Background: an optimization exercise with open tools, aiming at small area. Do not read the settings as production practice.
Function was checked by simulation only, so behaviour that the tests miss may differ from the original.
No activity file was given, so power comes from the tool's default toggle rates.

[design/flow/design.v]
module rxf_crc32_byte (
    input  wire [31:0] crc_in,
    input  wire [7:0]  data,
    output reg  [31:0] crc_out
);
    integer i;
    always @* begin
        crc_out = crc_in ^ {24'd0, data};
        for (i = 0; i < 8; i = i + 1) begin
            if (crc_out[0])
                crc_out = (crc_out >> 1) ^ 32'hEDB88320;
            else
                crc_out = crc_out >> 1;
        end
    end
endmodule
module intron_rx_framer (
    input  wire         clk,
    input  wire         rst,             
    input  wire         soft_reset,      
    input  wire [47:0]  intron_sess,     
    input  wire         rx_valid,
    input  wire [7:0]   rx_data,
    input  wire         alloc_ok,        
    input  wire         cas_valid,
    input  wire [3:0]   cas_old,
    input  wire [3:0]   cas_new,
    input  wire         activity_clr,    
    input  wire         query_valid,     
    input  wire [7:0]   query_idx,
    input  wire         ap_take,         
    output reg  [3:0]   mode,
    output reg          cas_ok,
    output reg          associated,
    output reg          activity,
    output reg          mac_valid,
    output reg  [47:0]  mac,
    output reg  [7:0]   ap_count,
    output reg          ap_valid,
    output reg  [7:0]   ap_index,
    output reg  [127:0] ap_info,
    output reg          pkt_start,
    output reg  [15:0]  pkt_len,
    output reg          pkt_wr,
    output reg  [7:0]   pkt_data,
    output reg          pkt_end,
    output reg          pkt_good,
    output reg          evt_valid,
    output reg  [2:0]   evt_code,
    output reg  [7:0]   evt_type,
    output reg  [15:0]  evt_size
);
    localparam [7:0]  INTRON0     = 8'h55;
    localparam [7:0]  INTRON1     = 8'h4E;
    localparam [7:0]  SUPPORTED_VERSION = 8'h0B;
    localparam [15:0] DEVICE_INFO_LEN = 16'd6;
    localparam [15:0] AP_COUNT_LEN    = 16'd1;
    localparam [15:0] AP_INFO_LEN     = 16'd16;
    localparam [7:0] T_DEVICE_INFO   = 8'h00;
    localparam [7:0] T_PACKET        = 8'h02;
    localparam [7:0] T_SCAN_AP_COUNT = 8'h06;
    localparam [7:0] T_SCAN_AP_INFO  = 8'h07;
    localparam [7:0] T_INVALID       = 8'h08;
    localparam [3:0] M_WAIT_INIT      = 4'd1;
    localparam [3:0] M_NEED_AP        = 4'd2;
    localparam [3:0] M_CONNECTING_AP  = 4'd3;
    localparam [3:0] M_RUNNING        = 4'd4;
    localparam [3:0] M_WRONG_FIRMWARE = 4'd6;
    localparam [2:0] E_CRC_MISMATCH   = 3'd1;
    localparam [2:0] E_OUT_OF_SYNC    = 3'd2;
    localparam [2:0] E_LENGTH_ERROR   = 3'd3;
    localparam [2:0] E_UNKNOWN_TYPE   = 3'd4;
    localparam [2:0] E_PROTOCOL_ERROR = 3'd5;
    localparam [2:0] S_SEEK   = 3'd0;
    localparam [2:0] S_HEADER = 3'd1;
    localparam [2:0] S_FIXED  = 3'd2;
    localparam [2:0] S_STREAM = 3'd3;
    localparam [2:0] S_DISCARD = 3'd4;
    reg [2:0]   pstate;
    reg [2:0]   ipos;
    reg [2:0]   hpos;
    reg [4:0]   fpos;
    reg [15:0]  remain;
    reg [15:0]  skipped;
    reg [31:0]  crc;
    reg [63:0]  hbuf;        
    reg [127:0] fbuf;        
    reg [7:0]   rtype;
    reg [7:0]   rvar;
    reg [15:0]  rsize;
    reg [31:0]  rcrc;
    reg         lq_valid;
    reg [7:0]   lq_idx;
    reg [2:0]   pstate_n;
    reg [2:0]   ipos_n;
    reg [2:0]   hpos_n;
    reg [4:0]   fpos_n;
    reg [15:0]  remain_n;
    reg [15:0]  skipped_n;
    reg [31:0]  crc_n;
    reg [63:0]  hbuf_n;
    reg [127:0] fbuf_n;
    reg [7:0]   rtype_n;
    reg [7:0]   rvar_n;
    reg [15:0]  rsize_n;
    reg [31:0]  rcrc_n;
    reg [3:0]   mode_n;
    reg         cas_ok_n;
    reg         associated_n;
    reg         activity_n;
    reg         mac_valid_n;
    reg [47:0]  mac_n;
    reg [7:0]   ap_count_n;
    reg         ap_valid_n;
    reg [7:0]   ap_index_n;
    reg [127:0] ap_info_n;
    reg         lq_valid_n;
    reg [7:0]   lq_idx_n;
    reg         pkt_start_n;
    reg [15:0]  pkt_len_n;
    reg         pkt_wr_n;
    reg [7:0]   pkt_data_n;
    reg         pkt_end_n;
    reg         pkt_good_n;
    reg         evt_valid_n;
    reg [2:0]   evt_code_n;
    reg [7:0]   evt_type_n;
    reg [15:0]  evt_size_n;
    wire [63:0] intron_all = {intron_sess, INTRON1, INTRON0};
    wire [7:0]  intron_exp = intron_all[8*ipos +: 8];
    wire        intron_hit = (rx_data == intron_exp);
    wire        crc_restart = (pstate == S_SEEK) && ((ipos == 3'd0) || !intron_hit);
    wire [31:0] crc_in = crc_restart ? 32'hFFFFFFFF : crc;
    wire [31:0] crc_step;
    rxf_crc32_byte u_crc (
        .crc_in  (crc_in),
        .data    (rx_data),
        .crc_out (crc_step)
    );
    wire [7:0]  h_type = hbuf[7:0];
    wire [7:0]  h_var  = hbuf[15:8];
    wire [15:0] h_size = {hbuf[23:16], hbuf[31:24]};
    wire [31:0] h_crc  = {hbuf[39:32], hbuf[47:40], hbuf[55:48], rx_data};
    wire [16:0] skipped_sum = {1'b0, skipped} + {14'd0, ipos} + {16'd0, (rx_data != INTRON0)};
    reg [127:0] payload;
    reg [3:0]   mode_c;
    reg         frame_ok;
    always @* begin
        pstate_n     = pstate;
        ipos_n       = ipos;
        hpos_n       = hpos;
        fpos_n       = fpos;
        remain_n     = remain;
        skipped_n    = skipped;
        crc_n        = crc;
        hbuf_n       = hbuf;
        fbuf_n       = fbuf;
        rtype_n      = rtype;
        rvar_n       = rvar;
        rsize_n      = rsize;
        rcrc_n       = rcrc;
        associated_n = associated;
        mac_valid_n  = mac_valid;
        mac_n        = mac;
        ap_count_n   = ap_count;
        ap_valid_n   = ap_valid;
        ap_index_n   = ap_index;
        ap_info_n    = ap_info;
        lq_valid_n   = lq_valid;
        lq_idx_n     = lq_idx;
        pkt_start_n  = 1'b0;
        pkt_len_n    = pkt_len;
        pkt_wr_n     = 1'b0;
        pkt_data_n   = pkt_data;
        pkt_end_n    = 1'b0;
        pkt_good_n   = pkt_good;
        evt_valid_n  = 1'b0;
        evt_code_n   = evt_code;
        evt_type_n   = evt_type;
        evt_size_n   = evt_size;
        payload      = fbuf;
        frame_ok     = 1'b0;
        activity_n = activity_clr ? 1'b0 : activity;
        if (ap_take)
            ap_valid_n = 1'b0;
        if (query_valid) begin
            lq_valid_n = 1'b1;
            lq_idx_n   = query_idx;
        end
        mode_c   = mode;
        cas_ok_n = 1'b0;
        if (cas_valid && !soft_reset && (mode == cas_old)) begin
            cas_ok_n = 1'b1;
            mode_c   = cas_new;
        end
        mode_n = mode_c;
        if (soft_reset) begin
            mode_n       = M_WAIT_INIT;
            associated_n = 1'b0;
            pstate_n     = S_SEEK;
            ipos_n       = 3'd0;
            hpos_n       = 3'd0;
            fpos_n       = 5'd0;
            remain_n     = 16'd0;
            skipped_n    = 16'd0;
            if (pstate == S_STREAM) begin
                pkt_end_n  = 1'b1;
                pkt_good_n = 1'b0;
            end
        end else if (rx_valid) begin
            case (pstate)
                S_SEEK: begin
                    if (intron_hit) begin
                        crc_n  = crc_step;
                        ipos_n = ipos + 3'd1;
                        if (ipos == 3'd7) begin
                            if (skipped != 16'd0) begin
                                evt_valid_n = 1'b1;
                                evt_code_n  = E_OUT_OF_SYNC;
                                evt_size_n  = skipped;
                            end
                            skipped_n = 16'd0;
                            ipos_n    = 3'd0;
                            hpos_n    = 3'd0;
                            pstate_n  = S_HEADER;
                        end
                    end else begin
                        skipped_n = skipped_sum[16] ? 16'hFFFF : skipped_sum[15:0];
                        if (rx_data == INTRON0) begin
                            crc_n  = crc_step;
                            ipos_n = 3'd1;
                        end else begin
                            ipos_n = 3'd0;
                        end
                    end
                end
                S_HEADER: begin
                    hbuf_n[8*hpos +: 8] = rx_data;
                    hpos_n = hpos + 3'd1;
                    if (hpos < 3'd4)
                        crc_n = crc_step;
                    if (hpos == 3'd7) begin
                        hpos_n  = 3'd0;
                        rtype_n = h_type;
                        rvar_n  = h_var;
                        rsize_n = h_size;
                        rcrc_n  = h_crc;
                        pstate_n = S_SEEK;       
                        ipos_n   = 3'd0;
                        fpos_n   = 5'd0;
                        remain_n = 16'd0;
                        case (h_type)
                            T_INVALID: begin
                                evt_valid_n = 1'b1;
                                evt_code_n  = E_PROTOCOL_ERROR;
                                evt_size_n  = h_size;
                                if (h_size != 16'd0) begin
                                    remain_n = h_size;
                                    pstate_n = S_DISCARD;
                                end
                            end
                            T_PACKET: begin
                                if (h_size == 16'd0) begin
                                    if (~crc == h_crc) begin
                                        activity_n   = 1'b1;
                                        associated_n = (h_var != 8'd0);
                                        if ((h_var != 8'd0) &&
                                            (mode_c == M_NEED_AP || mode_c == M_CONNECTING_AP))
                                            mode_n = M_RUNNING;
                                    end else begin
                                        evt_valid_n = 1'b1;
                                        evt_code_n  = E_CRC_MISMATCH;
                                        evt_type_n  = h_type;
                                    end
                                end else if (alloc_ok) begin
                                    pkt_start_n = 1'b1;
                                    pkt_len_n   = h_size;
                                    remain_n    = h_size;
                                    pstate_n    = S_STREAM;
                                end else begin
                                    remain_n = h_size;
                                    pstate_n = S_DISCARD;
                                end
                            end
                            T_DEVICE_INFO, T_SCAN_AP_COUNT, T_SCAN_AP_INFO: begin
                                if ((h_type == T_DEVICE_INFO   && h_size != DEVICE_INFO_LEN) ||
                                    (h_type == T_SCAN_AP_COUNT && h_size != AP_COUNT_LEN) ||
                                    (h_type == T_SCAN_AP_INFO  && h_size != AP_INFO_LEN)) begin
                                    evt_valid_n = 1'b1;
                                    evt_code_n  = E_LENGTH_ERROR;
                                    evt_type_n  = h_type;
                                    evt_size_n  = h_size;
                                    if (h_size != 16'd0) begin
                                        remain_n = h_size;
                                        pstate_n = S_DISCARD;
                                    end
                                end else begin
                                    remain_n = h_size;
                                    pstate_n = S_FIXED;
                                end
                            end
                            default: begin
                                evt_valid_n = 1'b1;
                                evt_code_n  = E_UNKNOWN_TYPE;
                                evt_type_n  = h_type;
                                if (h_size != 16'd0) begin
                                    remain_n = h_size;
                                    pstate_n = S_DISCARD;
                                end
                            end
                        endcase
                    end
                end
                S_FIXED: begin
                    fbuf_n[8*fpos +: 8] = rx_data;
                    fpos_n   = fpos + 5'd1;
                    remain_n = remain - 16'd1;
                    crc_n    = crc_step;
                    if (remain == 16'd1) begin
                        payload  = fbuf_n;
                        frame_ok = (~crc_step == rcrc);
                        pstate_n = S_SEEK;
                        ipos_n   = 3'd0;
                        fpos_n   = 5'd0;
                        if (!frame_ok) begin
                            evt_valid_n = 1'b1;
                            evt_code_n  = E_CRC_MISMATCH;
                            evt_type_n  = rtype;
                        end else begin
                            case (rtype)
                                T_DEVICE_INFO: begin
                                    if (rvar == SUPPORTED_VERSION) begin
                                        mac_valid_n = 1'b1;
                                        mac_n = {payload[7:0], payload[15:8], payload[23:16],
                                                 payload[31:24], payload[39:32], payload[47:40]};
                                        if (mode_c == M_WAIT_INIT)
                                            mode_n = M_NEED_AP;
                                    end else begin
                                        if (mode_c == M_WAIT_INIT)
                                            mode_n = M_WRONG_FIRMWARE;
                                    end
                                end
                                T_SCAN_AP_COUNT: begin
                                    ap_count_n = payload[7:0];
                                end
                                default: begin   
                                    if (lq_valid && (rvar == lq_idx)) begin
                                        ap_valid_n = 1'b1;
                                        ap_index_n = rvar;
                                        ap_info_n  = {payload[7:0],     payload[15:8],
                                                      payload[23:16],   payload[31:24],
                                                      payload[39:32],   payload[47:40],
                                                      payload[55:48],   payload[63:56],
                                                      payload[71:64],   payload[79:72],
                                                      payload[87:80],   payload[95:88],
                                                      payload[103:96],  payload[111:104],
                                                      payload[119:112], payload[127:120]};
                                    end
                                end
                            endcase
                        end
                    end
                end
                S_STREAM: begin
                    pkt_wr_n   = 1'b1;
                    pkt_data_n = rx_data;
                    remain_n   = remain - 16'd1;
                    crc_n      = crc_step;
                    if (remain == 16'd1) begin
                        frame_ok   = (~crc_step == rcrc);
                        pkt_end_n  = 1'b1;
                        pkt_good_n = frame_ok;
                        pstate_n   = S_SEEK;
                        ipos_n     = 3'd0;
                        if (frame_ok) begin
                            activity_n   = 1'b1;
                            associated_n = (rvar != 8'd0);
                            if ((rvar != 8'd0) &&
                                (mode_c == M_NEED_AP || mode_c == M_CONNECTING_AP))
                                mode_n = M_RUNNING;
                        end else begin
                            evt_valid_n = 1'b1;
                            evt_code_n  = E_CRC_MISMATCH;
                            evt_type_n  = rtype;
                        end
                    end
                end
                S_DISCARD: begin
                    remain_n = remain - 16'd1;
                    if (remain == 16'd1) begin
                        pstate_n = S_SEEK;
                        ipos_n   = 3'd0;
                    end
                end
                default: begin
                    pstate_n = S_SEEK;
                    ipos_n   = 3'd0;
                end
            endcase
        end
    end
    always @(posedge clk) begin
        if (rst) begin
            pstate     <= S_SEEK;
            ipos       <= 3'd0;
            hpos       <= 3'd0;
            fpos       <= 5'd0;
            remain     <= 16'd0;
            skipped    <= 16'd0;
            mode       <= M_WAIT_INIT;
            cas_ok     <= 1'b0;
            associated <= 1'b0;
            activity   <= 1'b0;
            mac_valid  <= 1'b0;
            ap_count   <= 8'd0;
            ap_valid   <= 1'b0;
            lq_valid   <= 1'b0;
            pkt_start  <= 1'b0;
            pkt_wr     <= 1'b0;
            pkt_end    <= 1'b0;
            evt_valid  <= 1'b0;
        end else begin
            pstate     <= pstate_n;
            ipos       <= ipos_n;
            hpos       <= hpos_n;
            fpos       <= fpos_n;
            remain     <= remain_n;
            skipped    <= skipped_n;
            mode       <= mode_n;
            cas_ok     <= cas_ok_n;
            associated <= associated_n;
            activity   <= activity_n;
            mac_valid  <= mac_valid_n;
            ap_count   <= ap_count_n;
            ap_valid   <= ap_valid_n;
            lq_valid   <= lq_valid_n;
            pkt_start  <= pkt_start_n;
            pkt_wr     <= pkt_wr_n;
            pkt_end    <= pkt_end_n;
            evt_valid  <= evt_valid_n;
        end
    end
    always @(posedge clk) begin
        crc      <= crc_n;
        hbuf     <= hbuf_n;
        fbuf     <= fbuf_n;
        rtype    <= rtype_n;
        rvar     <= rvar_n;
        rsize    <= rsize_n;
        rcrc     <= rcrc_n;
        mac      <= mac_n;
        ap_index <= ap_index_n;
        ap_info  <= ap_info_n;
        lq_idx   <= lq_idx_n;
        pkt_len  <= pkt_len_n;
        pkt_data <= pkt_data_n;
        pkt_good <= pkt_good_n;
        evt_code <= evt_code_n;
        evt_type <= evt_type_n;
        evt_size <= evt_size_n;
    end
endmodule
[design/flow/run.sh]
#!/bin/bash
# synth_recipe.tcl (not shown) runs the flow's synth.tcl, then flattens the netlist and writes it again
# the make line also repeats each setting of config.mk as NAME=value (left out here)
make -C /OpenROAD-flow-scripts/flow DESIGN_CONFIG=/design/flow/config.mk WORK_HOME=/design/flow/orfs CLKGATE_MAP_FILE= SYNTH_SCRIPT=/design/flow/synth_recipe.tcl finish
[design/flow/config.mk]
export PLATFORM = sky130hd
export DESIGN_NAME = intron_rx_framer
export DESIGN_NICKNAME = intron_rx_framer
export VERILOG_FILES = /design/flow/design.v
export SDC_FILE = /design/flow/constraint.sdc
export NUM_CORES = 4
export LEC_CHECK = 0
export CAP_MARGIN = 20
export CORE_MARGIN = 2
export CORE_UTILIZATION = 40
export PLACE_DENSITY = 0.6
export SLEW_MARGIN = 20
[design/flow/constraint.sdc]
create_clock -name core_clock -period 10.0 [get_ports {clk}]
set_input_delay 2.0000 -clock core_clock [delete_from_list [all_inputs] [get_ports {clk}]]
set_output_delay 2.0000 -clock core_clock [all_outputs]
set_load 0.01 [all_outputs]
==> impl_metrics.csv <==
group,metric,value,unit
place,dpl_cell_area,30200,µm²
detailed_routing,vias,17896,
layout,antenna_cells,0,
grt,grt-ovfl-total,0,
floorplanning,die_w,258,µm
detailed_routing,viasPerCell,5.65,
synth,ys_top_cells_by_count,"edfxtp_1, nand2_1, nor2_1, xnor2_1, a32o_1",
timing,post-route-period-util,83.7,%
timing,worstMarginPinSlew,1080,ps
clocking,clock_path_buffers,3,
setup_path,startpoint_type,"primary input",
detailed_routing,wire_per_inst,23.6,µm
timing,rsz0062_at_grt,"no",
synth,ys_seq_area_share,64.4,%
synth,synth_seq_cells,576,
clocking,clk_pin_slew,60,ps
clocking,cts_hold_buf,0,
timing,tns,0,ps
setup_path,critPathMaxStageDelay,780,ps
setup_path,crit_top_cell,"a2111o_1",
synth,synth_xor_area_share,7.65,%
setup_path,cp_max_fo,137,
clocking,numCtsBuffers,60,
synth,synth_edf_count,508,
clocking,cts_resized,0,
power_and_ir_drop,p_leak,0.0102,µW
synth,synth_fa_ha_area_share,1.03,%
timing,holdWs,474,ps
status,status,"timing/DRC/antenna clean",
place,hpwl,49.8,mm
power_and_ir_drop,power,5070,µW
job,max_cap_violations,0,
clocking,cts.sinks,576,
detailed_routing,drt-initial-drc-count,1381,
layout,nNetsFinal,2364,
clocking,cts.htree.levels,2,
synth,synth_top_family_by_area,"compound AO/OA/AOI/OAI gates",
clocking,clk-insertion-delay-late,650,ps
setup_path,critPathCaptureType,"flip-flop",
min_path,hp-start,"lq_valid",
synth,yosysWarnings,2,
synth,synthArstFlopShare,0,%
clocking,post_cts_buffers,0,
setup_path,slowest_stage,"nor3_2",
setup_path,crit_buf_inv,2,
layout,nFillCells,5504,
place,finalWeightedCongestion,0.886,
setup_path,path_class,"in2reg",
timing,maxSlewViolCount,0,
clocking,cts_tree,"built",
synth,syn_inst,1937,
synth,synth_compound_area_share,12.0,%
synth,muxShareOfSynthArea,3.42,%
synth,ys.flop_type,"edfxtp_1",
setup_path,required,10250,ps
detailed_routing,dr.pass1.iters,5,
place,dp_worst_setup_slack,1060,ps
synth,synthSimpleGateAreaFrac,9.37,%
min_path,min_path_type,"reg2reg",
grt,grt_pass1_vias,17942,
synth,yosys.area.top_type,"edfxtp_1",
detailed_routing,drc,0,
timing,slew-limit-headroom,26.6,%
synth,yosysMostFrequentCell,"edfxtp_1",
timing,worst_slack,1630,ps
layout,stdcell_area,32200,µm²
floorplanning,io_pins,338,
floorplanning,core,64100,µm²
grt,grt_use_total,22.0,%
timing,fin_crit,8370,ps
synth,synth.avg_cell_area,13.3,µm²
setup_path,crit_start,"intron_sess[39]",
grt,grt_first_pass_wirelength,112,mm
floorplanning,rows,93,
floorplanning,die_h,258,µm
timing,finClkSkew,34.7,ps
place,port_buffers,337,
setup_path,path_cells,"clkdlybuf4s50_1 -> mux4_2 -> xnor2_1 -> a2111oi_1 -> a21oi_1 -> nor3_2 -> a21oi_4 -> a22o_1 -> a2111oi_0 -> nand4_1 -> a2111o_1 -> a2111o_1 -> or3_1 -> nor3_4 -> buf_12",
synth,synth_nets,2038,
setup_path,cp_top_family,"compound AO/OA/AOI/OAI gates",
grt,antenna_found_initial,0,
power_and_ir_drop,ir_worst_vdd,0.000157,V
timing,setup-violations-final,0,
layout,area_growth,24.6,%
synth,synth_area_leaders,"edfxtp_1, dfxtp_1, a32o_1, xnor2_1, xor2_1",
detailed_routing,routed_wl,74.8,mm
synth,ys_types,85,
synth,yosysTopAreaCellShare,59.1,%
floorplanning,initial_utilization,40.3,%
floorplanning,die_area,66600,µm²
grt,grt_max_degree,138,
clocking,cts.root.buffer_cell,"clkbuf_16",
power_and_ir_drop,power.density,158,nW/µm²
detailed_routing,ant_nets,0,
timing,fmax,119,MHz
setup_path,timing.rr.start,"ipos[1]",
synth,synth_area,25800,µm²
timing,hold_violations,0,
setup_path,critPathArrivalTime,8620,ps
layout,drive_gt1_share,10.1,%
final timing paths:
kind	slack, ps	endpoint	cells past startpoint
hold / removal	470	lq_valid	2
hold reg to reg	470	lq_valid	2
setup reg to reg	2760	ap_info[31]	15
setup / recovery	1630	ap_info[31]	15
sequential cells by signal (all words and copies together), names as in the netlist, 32 cells and up:
signal / cells
ap_info: 128
fbuf: 128
hbuf: 56
mac: 48
crc: 32
rcrc: 32
cell families (layout without fill, tap and decap cells):
family	Yosys count	after routing
DFF	576	576
AOI/OAI and AO/OA	417	417
xor gates and xnor gates	211	211
buffers and inverters	140	517
adders and majority gates	20	20
muxes	78	78
and+or+nand+nor	495	495
worst register-to-register path: stages, from the launching register on:
cell	delay [ps]
dfxtp_1	390
buf_4	360
mux4_2	390
xnor2_1	140
a2111oi_1	600
a21oi_1	130
nor3_2	780
a21oi_4	460
a22o_1	350
a2111oi_0	470
nand4_1	250
a2111o_1	380
a2111o_1	350
or3_1	740
nor3_4	340
buf_12	510
power by group:
| group | leakage, µW | internal [µW] | total [µW] | switching (µW) |
|---|---|---|---|---|
| clock | 0.000949 | 1280 | 2250 | 973 |
| sequential | 0.00460 | 2590 | 2590 | 2.21 |
| combinational | 0.00464 | 96.7 | 227 | 130 |
metrics by stage:
step	util, %	std cells
floorplan	-	1937
global placement	47.0	3056
detailed placement	47.0	3056
CTS	50.1	3169
global route	50.2	3169
finish	50.2	3169
area by class of cell:
class                   instances  area, µm²  share of cell area, %
multi-input cells            1221       8740                   27.2
inverters                      31        119                  0.370
repair buffers                373       3620                   11.2
flip-flops and latches        576      16600                   51.7
clock inverters                42        430                   1.34
well taps                     855       1070                   3.33
clock buffers                  71       1560                   4.86
per-layer routing:
metal	vias to the layer above	GRT usage (%)	wire (µm)	share of wire, %
met1	9004	29.1	31400	42
met3	124	4.23	4980	6.7
met2	658	36.8	36400	49
li1	8110	-	-	-
met5	-	0	0	0
met4	0	6.50	1950	2.6
layout by cell type, fill, tap and decap left out, types with 51 or more instances in the layout:
cell / synthesis / layout
clkdlybuf4s50_1: 0 / 329
nand2_1: 132 / 132
nor2_1: 130 / 127
mux2_2: 51 / 51
a32o_1: 99 / 99
edfxtp_1: 508 / 508
xor2_1: 91 / 91
a21oi_1: 77 / 77
xnor2_1: 111 / 111
dfxtp_1: 68 / 68
o21ai_0: 88 / 88
clkbuf_16: 0 / 60

## port drivers added, routing unchanged
In the flow no input, the clock included, has a driving cell. The finished layout below was timed again as built, in two steps. Step 1 sets driving cells, clkbuf_16 on the clock port and buf_2 on the other inputs (assumed; they add their load-dependent delay and slew). Step 2 moves the port delays by t, midway between the first and last clock arrival at a register: inputs arrive t later, outputs are due t later. That takes back most of the time a late clock gives input paths. Slacks: ideal / step 1 / step 2; pairs: ideal / step 1.
t (ns): 0.696
slack for setup (ns): 1.626 / 1.657 / 0.961
worst data-port slew with drivers (ns): 0.05
After both steps this run still meets setup and hold. For this run, drivers alone change the setup slack by +0.031 ns; drivers and shift together by -0.665 ns.
